Context: an optimization exercise on an open-source flow, tuned for small area. The choices shown serve that exercise and are no tape-out recipe.
Function was checked by simulation only, so behaviour that the tests miss may differ from the original.
No activity file was given, so power comes from the tool's default toggle rates.

Design sdx_core, start of the top module:
module sdx_core (
    input  wire       CLK,
    input  wire       RST,
    input  wire       RX_VALID,
    input  wire [7:0] RX_BYTE,
    input  wire [4:0] ECHO,
    output reg  [4:0] TRIG,
    output wire [1:0] M_EN,
    output wire [1:0] M_DIR,
    output wire [1:0] M_STEP,
    output reg        GUN
);
    localparam [2:0] C_OTH = 3'b000, C_F = 3'b001, C_R = 3'b010, C_NONE = 3'b011;
    reg [3:0] lo;
    reg [4:0] hi;
    wire lo_wrap = (lo == 4'd9);
    wire grid    = lo_wrap & hi[0];
    always @(posedge CLK) begin
        if (RST) begin
            lo   <= 4'd9;
            hi   <= 5'd29;
            TRIG <= 5'b00000;
        end else begin
            lo <= lo_wrap ? 4'd0 : lo + 4'd1;
            if (lo_wrap) begin
                hi   <= (hi == 5'd29) ? 5'd0 : hi + 5'd1;
                TRIG <= {TRIG[3:0], (hi == 5'd29)};
            end
        end
    end
    reg        s1, s2, eq;
    reg [15:0] ecnt;             
    reg        lt;               
    reg        near;             
    wire rise = s2 & ~eq;
    wire fall = ~s2 & eq;
    wire ez   = ~|ecnt[14:0];
    wire efb  = ecnt[15] ^ ecnt[14] ^ ecnt[12] ^ ecnt[3] ^ ez;
    wire e599 = (ecnt == 16'h8161);                  
    wire emax = ecnt[15] & ez;                       
    always @(posedge CLK) begin
        s1 <= ECHO[2];
        if (RST) begin
            s2   <= ECHO[2];
            eq   <= ECHO[2];
            ecnt <= 16'd0;
            lt   <= 1'b1;
            near <= 1'b1;
        end else begin
            s2 <= s1;
            eq <= s2;
  ...
For scale: roughly 660 cells after synthesis, about 0.010 mm^2 of cells after synthesis.
export LEC_CHECK = 0
export CAP_MARGIN = 20
export CORE_MARGIN = 2
export CORE_UTILIZATION = 65
export CTS_BUF_LIST = sky130_fd_sc_hd__clkbuf_8
export CTS_CLUSTER_DIAMETER = 50
export CTS_CLUSTER_SIZE = 20
export PLACE_DENSITY = 0.75
export SLEW_MARGIN = 20
create_clock -name core_clock -period 10.0 [get_ports {CLK}]
standard.sh (not shown) runs the stock make flow with config.mk's settings and CLKGATE_MAP_FILE= SYNTH_SCRIPT=/design/flow/synth_recipe.tcl, a recipe that flattens the netlist after the stock synthesis.
==> flow/flow/run.sh <==
#!/bin/bash
# The standard ORFS layout (standard.sh, unchanged synthesis, floorplan, power grid,
# placement and routing) with two settings changed:
#  - port buffers use sky130_fd_sc_hd__buf_1 instead of the default buffer cell;
#  - clock tree synthesis uses clkbuf_8 buffers in clusters of at most 20 sinks and
#    inserts no dummy load cells.
set -euo pipefail
export BUFFER_PORTS_ARGS="-buffer_cell sky130_fd_sc_hd__buf_1"
export CTS_ARGS="-sink_clustering_enable -repair_clock_nets -dont_use_dummy_load -buf_list sky130_fd_sc_hd__clkbuf_8 -sink_clustering_size 20 -sink_clustering_max_diameter 50"
bash standard.sh finish > standard_flow.log 2>&1
The starting point finished with timing, DRC and antenna clean.
Edit:
--- a/flow/flow/run.sh
+++ b/flow/flow/run.sh
@@ -8,3 +8,4 @@
 export BUFFER_PORTS_ARGS="-buffer_cell sky130_fd_sc_hd__buf_1"
 export CTS_ARGS="-sink_clustering_enable -repair_clock_nets -dont_use_dummy_load -buf_list sky130_fd_sc_hd__clkbuf_8 -sink_clustering_size 20 -sink_clustering_max_diameter 50"
+export RECOVER_POWER=100
 bash standard.sh finish > standard_flow.log 2>&1
What happened: With this change the flow ran to the end with violations: capacitance limit, slew limit. Global-route usage stays the same. Worst setup slack degrades by 2.2 ns. Final area is about the same. Total power hardly moves.
Edit:
==> flow/flow/run.sh (replaced) <==
#!/bin/bash
# The standard ORFS layout (standard.sh: unchanged synthesis, floorplan, power grid,
# placement and routing) with these changes:
#  - after the floorplan, OpenROAD's restructure re-maps the combinational logic for
#    area (flow/restructure.tcl); registers are untouched;
#  - port buffers use sky130_fd_sc_hd__buf_1 instead of the default buffer cell;
#  - clock tree synthesis uses clkbuf_8 buffers in clusters of at most 20 sinks and
#    inserts no dummy load cells.
set -euo pipefail
export BUFFER_PORTS_ARGS="-buffer_cell sky130_fd_sc_hd__buf_1"
export CTS_ARGS="-sink_clustering_enable -repair_clock_nets -dont_use_dummy_load -buf_list sky130_fd_sc_hd__clkbuf_8 -sink_clustering_size 20 -sink_clustering_max_diameter 50"
bash standard.sh floorplan > standard_floorplan.log 2>&1
openroad -no_init -exit flow/restructure.tcl > restructure.log 2>&1
bash standard.sh finish > standard_finish.log 2>&1
==> flow/flow/restructure.tcl (new file) <==
# Area-driven re-mapping of the combinational logic of the floorplanned design
# (OpenROAD restructure, which runs ABC on the logic between registers).
# Registers, ports, tap cells and the power grid are left as they are.
set platform $::env(FLOW_HOME)/platforms/$::env(FLOW_PLATFORM)
set lib $platform/lib/sky130_fd_sc_hd__tt_025C_1v80.lib
set res orfs/results/$::env(FLOW_PLATFORM)/sdx_core/base
read_lef $platform/lef/sky130_fd_sc_hd.tlef
read_lef $platform/lef/sky130_fd_sc_hd_merged.lef
read_liberty $lib
read_db $res/2_floorplan.odb
read_sdc $res/2_floorplan.sdc
set_dont_use [get_lib_cells {*probe* *lpflow*}]
proc core_area {} {
  set a 0
  foreach i [[ord::get_db_block] getInsts] {
    set m [$i getMaster]
    if {[$m getType] eq "CORE"} { set a [expr {$a + [$m getWidth] * [$m getHeight]}] }
  }
  return [expr {$a / 1e6}]
}
puts "cell area before restructure: [core_area]"
file mkdir orfs/restructure
restructure -target area -liberty_file $lib \
  -tielo_port sky130_fd_sc_hd__conb_1/LO -tiehi_port sky130_fd_sc_hd__conb_1/HI \
  -work_dir orfs/restructure -abc_logfile orfs/restructure/abc.log
puts "cell area after restructure: [core_area]"
write_db $res/2_floorplan.odb
After rerunning: Now the flow finished with timing, DRC and antenna clean. Final cell count rose by a few percent. Via count rose by about a fifth. Wire length rose by about a fifth. Total power fell by a little under a tenth. Sequential share of layout area rose by 0.78 points.
Edit:
==> flow/run.sh (new file) <==
#!/bin/bash
# synth_recipe.tcl (not shown) runs the flow's synth.tcl, then flattens the netlist and writes it again
# the make line also repeats each setting of config.mk as NAME=value (left out here)
make -C /OpenROAD-flow-scripts/flow DESIGN_CONFIG=/design/flow/config.mk WORK_HOME=/design/flow/orfs CLKGATE_MAP_FILE= SYNTH_SCRIPT=/design/flow/synth_recipe.tcl finish
removed: flow/flow/run.sh
removed: flow/flow/restructure.tcl
removed: flow/standard.sh
Via count drops by about 11%; design area climbs by about 4.6%; wire length drops by about 12%; non-clock buffer count drops by 5; die area is unchanged; hold slack gets better by 0.026 ns; global-route usage drops by 2.3 points; area after synthesis stays the same.

== exp/zinc ==
sdx_core, a different RTL version from the one above (not shown whole).
Size in the first run: roughly 640 cells after synthesis, ~10000 µm² of cells after synthesis.
==> flow/config.mk <==
export PLATFORM = sky130hd
export DESIGN_NAME = sdx_core
export DESIGN_NICKNAME = sdx_core
export VERILOG_FILES = /design/flow/design.v
export SDC_FILE = /design/flow/constraint.sdc
export NUM_CORES = 4
export LEC_CHECK = 0
export CAP_MARGIN = 20
export CORE_MARGIN = 2
export CORE_UTILIZATION = 65
export PLACE_DENSITY = 0.75
export SLEW_MARGIN = 20
==> flow/constraint.sdc <==
create_clock -name core_clock -period 10.0 [get_ports {CLK}]
set_input_delay 2.0000 -clock core_clock [delete_from_list [all_inputs] [get_ports {CLK}]]
set_output_delay 2.0000 -clock core_clock [all_outputs]
set_load 0.01 [all_outputs]
==> flow/flow/run.sh <==
#!/bin/bash
# The standard ORFS layout (standard.sh: unchanged synthesis, floorplan, power grid,
# placement and routing) with these changes:
#  - after the floorplan, OpenROAD's restructure re-maps the combinational logic for
#    area (flow/restructure.tcl); registers are untouched;
#  - port buffers use sky130_fd_sc_hd__buf_1 instead of the default buffer cell;
#  - clock tree synthesis uses clkbuf_8 buffers in clusters of at most 20 sinks
#    (at most 70 um across) and
#    inserts no dummy load cells.
set -euo pipefail
export BUFFER_PORTS_ARGS="-buffer_cell sky130_fd_sc_hd__buf_1"
export CTS_ARGS="-sink_clustering_enable -repair_clock_nets -dont_use_dummy_load -buf_list sky130_fd_sc_hd__clkbuf_8 -sink_clustering_size 20 -sink_clustering_max_diameter 70"
bash standard.sh floorplan > standard_floorplan.log 2>&1
openroad -no_init -exit flow/restructure.tcl > restructure.log 2>&1
bash standard.sh finish > standard_finish.log 2>&1
Other scripts of this flow, unchanged in this note and not shown: flow/flow/filter_lib.py, flow/flow/restructure.tcl
exp/zinc: all stages complete, timing, DRC and antenna checks passed
Setup changes, exp/zinc to exp/indigo
Settings: changing CORE_UTILIZATION from 65 to 80; changing PLACE_DENSITY from 0.75 to 0.9.
--- a/flow/flow/run.sh
+++ b/flow/flow/run.sh
@@ -7 +7 @@
-#  - clock tree synthesis uses clkbuf_8 buffers in clusters of at most 20 sinks
+#  - clock tree synthesis uses clkbuf_8 buffers in clusters of at most 19 sinks
@@ -12 +12 @@
-export CTS_ARGS="-sink_clustering_enable -repair_clock_nets -dont_use_dummy_load -buf_list sky130_fd_sc_hd__clkbuf_8 -sink_clustering_size 20 -sink_clustering_max_diameter 70"
+export CTS_ARGS="-sink_clustering_enable -repair_clock_nets -dont_use_dummy_load -buf_list sky130_fd_sc_hd__clkbuf_8 -sink_clustering_size 19 -sink_clustering_max_diameter 70"
--- outcome ---
In exp/indigo the internal power turned out about 0.5% higher than in exp/zinc.
Power in the clock group: exp/indigo vs exp/zinc — no meaningful difference
From exp/zinc to exp/indigo the numbers moved as follows: post-layout worst setup margin rose by 0.13 ns, total track usage rose by 6.6 points, number of diodes added for antenna fixing stayed essentially flat, final-layout fill cell count fell by about 38%.
Re utilization: exp/zinc was lower than exp/indigo.
As far as net count of the finished layout is concerned, exp/zinc and exp/indigo perform about the same.
Edits applied to the flow inputs when going from exp/indigo to exp/willow:
Settings: swapping 0.9 for 0.75 in PLACE_DENSITY; swapping 80 for 65 in CORE_UTILIZATION.
Results
Each of the runs, namely exp/willow and exp/indigo, reached the end of the flow and came out clean. [compare] base=exp/indigo new=exp/willow: mux cell area share after synthesis flat, count of non-filler cells in the finished layout up 39. Comparing exp/willow and exp/indigo, total number of vias is lower on exp/willow. On fraction of area in non-clock buffers, exp/willow and exp/indigo are basically level. On exp/willow: share of total power in combinational logic is 0.3 points lower than what exp/indigo gave. Worst slew margin relative to its limit ends up higher on exp/willow. exp/willow vs exp/indigo, capturing element of the worst setup path: dir[0] vs m. From exp/indigo to exp/willow the numbers moved as follows: wire length of the first global-routing pass lost about 2%, effective utilization at floorplan fell by 15 points, maximum frequency has decreased. [compare] base=exp/indigo new=exp/willow: overall track demand over capacity in global routing -6.5 points, total combinational power -about 1%.

what the ideal ports hide:
No port has a modelled driver above. Below, the same layouts with a new extraction and two added sets of constraints. Step 1 assumes that a clkbuf_16 drives the clock port and a buf_2 every other input. Step 2, shift: input delay + t, output delay - t, t = (earliest + latest rising clock arrival at the registers) / 2. This alone moves slack from input paths to output paths. Slacks: ideal / step 1 / step 2; pairs: ideal / step 1.
run | t, ns | setup WS [ns] | hold WS [ns] | latest minus earliest clock arrival (ns) | worst data-port slew with drivers (ns)
the first run of note 1 | 0.544 | 6.428 / 6.438 / 5.894 | 0.411 / 0.411 / 0.411 | 0.049 / 0.048 | 0.04
the second run of note 1 | 0.543 | 4.263 / 4.263 / 4.263 | 0.414 / 0.414 / 0.414 | 0.046 / 0.046 | 0.04
the third run of note 1 | 0.547 | 5.985 / 5.985 / 5.781 | 0.424 / 0.424 / 0.424 | 0.061 / 0.061 | 0.06
the fourth run of note 1 | 0.564 | 5.842 / 5.853 / 5.290 | 0.450 / 0.450 / 0.450 | 0.019 / 0.019 | 0.03
exp/zinc | 0.545 | 4.896 / 4.896 / 4.896 | 0.439 / 0.439 / 0.439 | 0.042 / 0.042 | 0.04
exp/indigo | 0.530 | 5.026 / 5.026 / 5.026 | 0.404 / 0.404 / 0.404 | 0.062 / 0.063 | 0.03
exp/willow | 0.538 | 4.994 / 4.994 / 4.994 | 0.429 / 0.429 / 0.429 | 0.039 / 0.039 | 0.04
The setup slack of the fourth run of note 1, which loses most, moves by +0.011 ns with the drivers and by -0.552 ns with both steps.
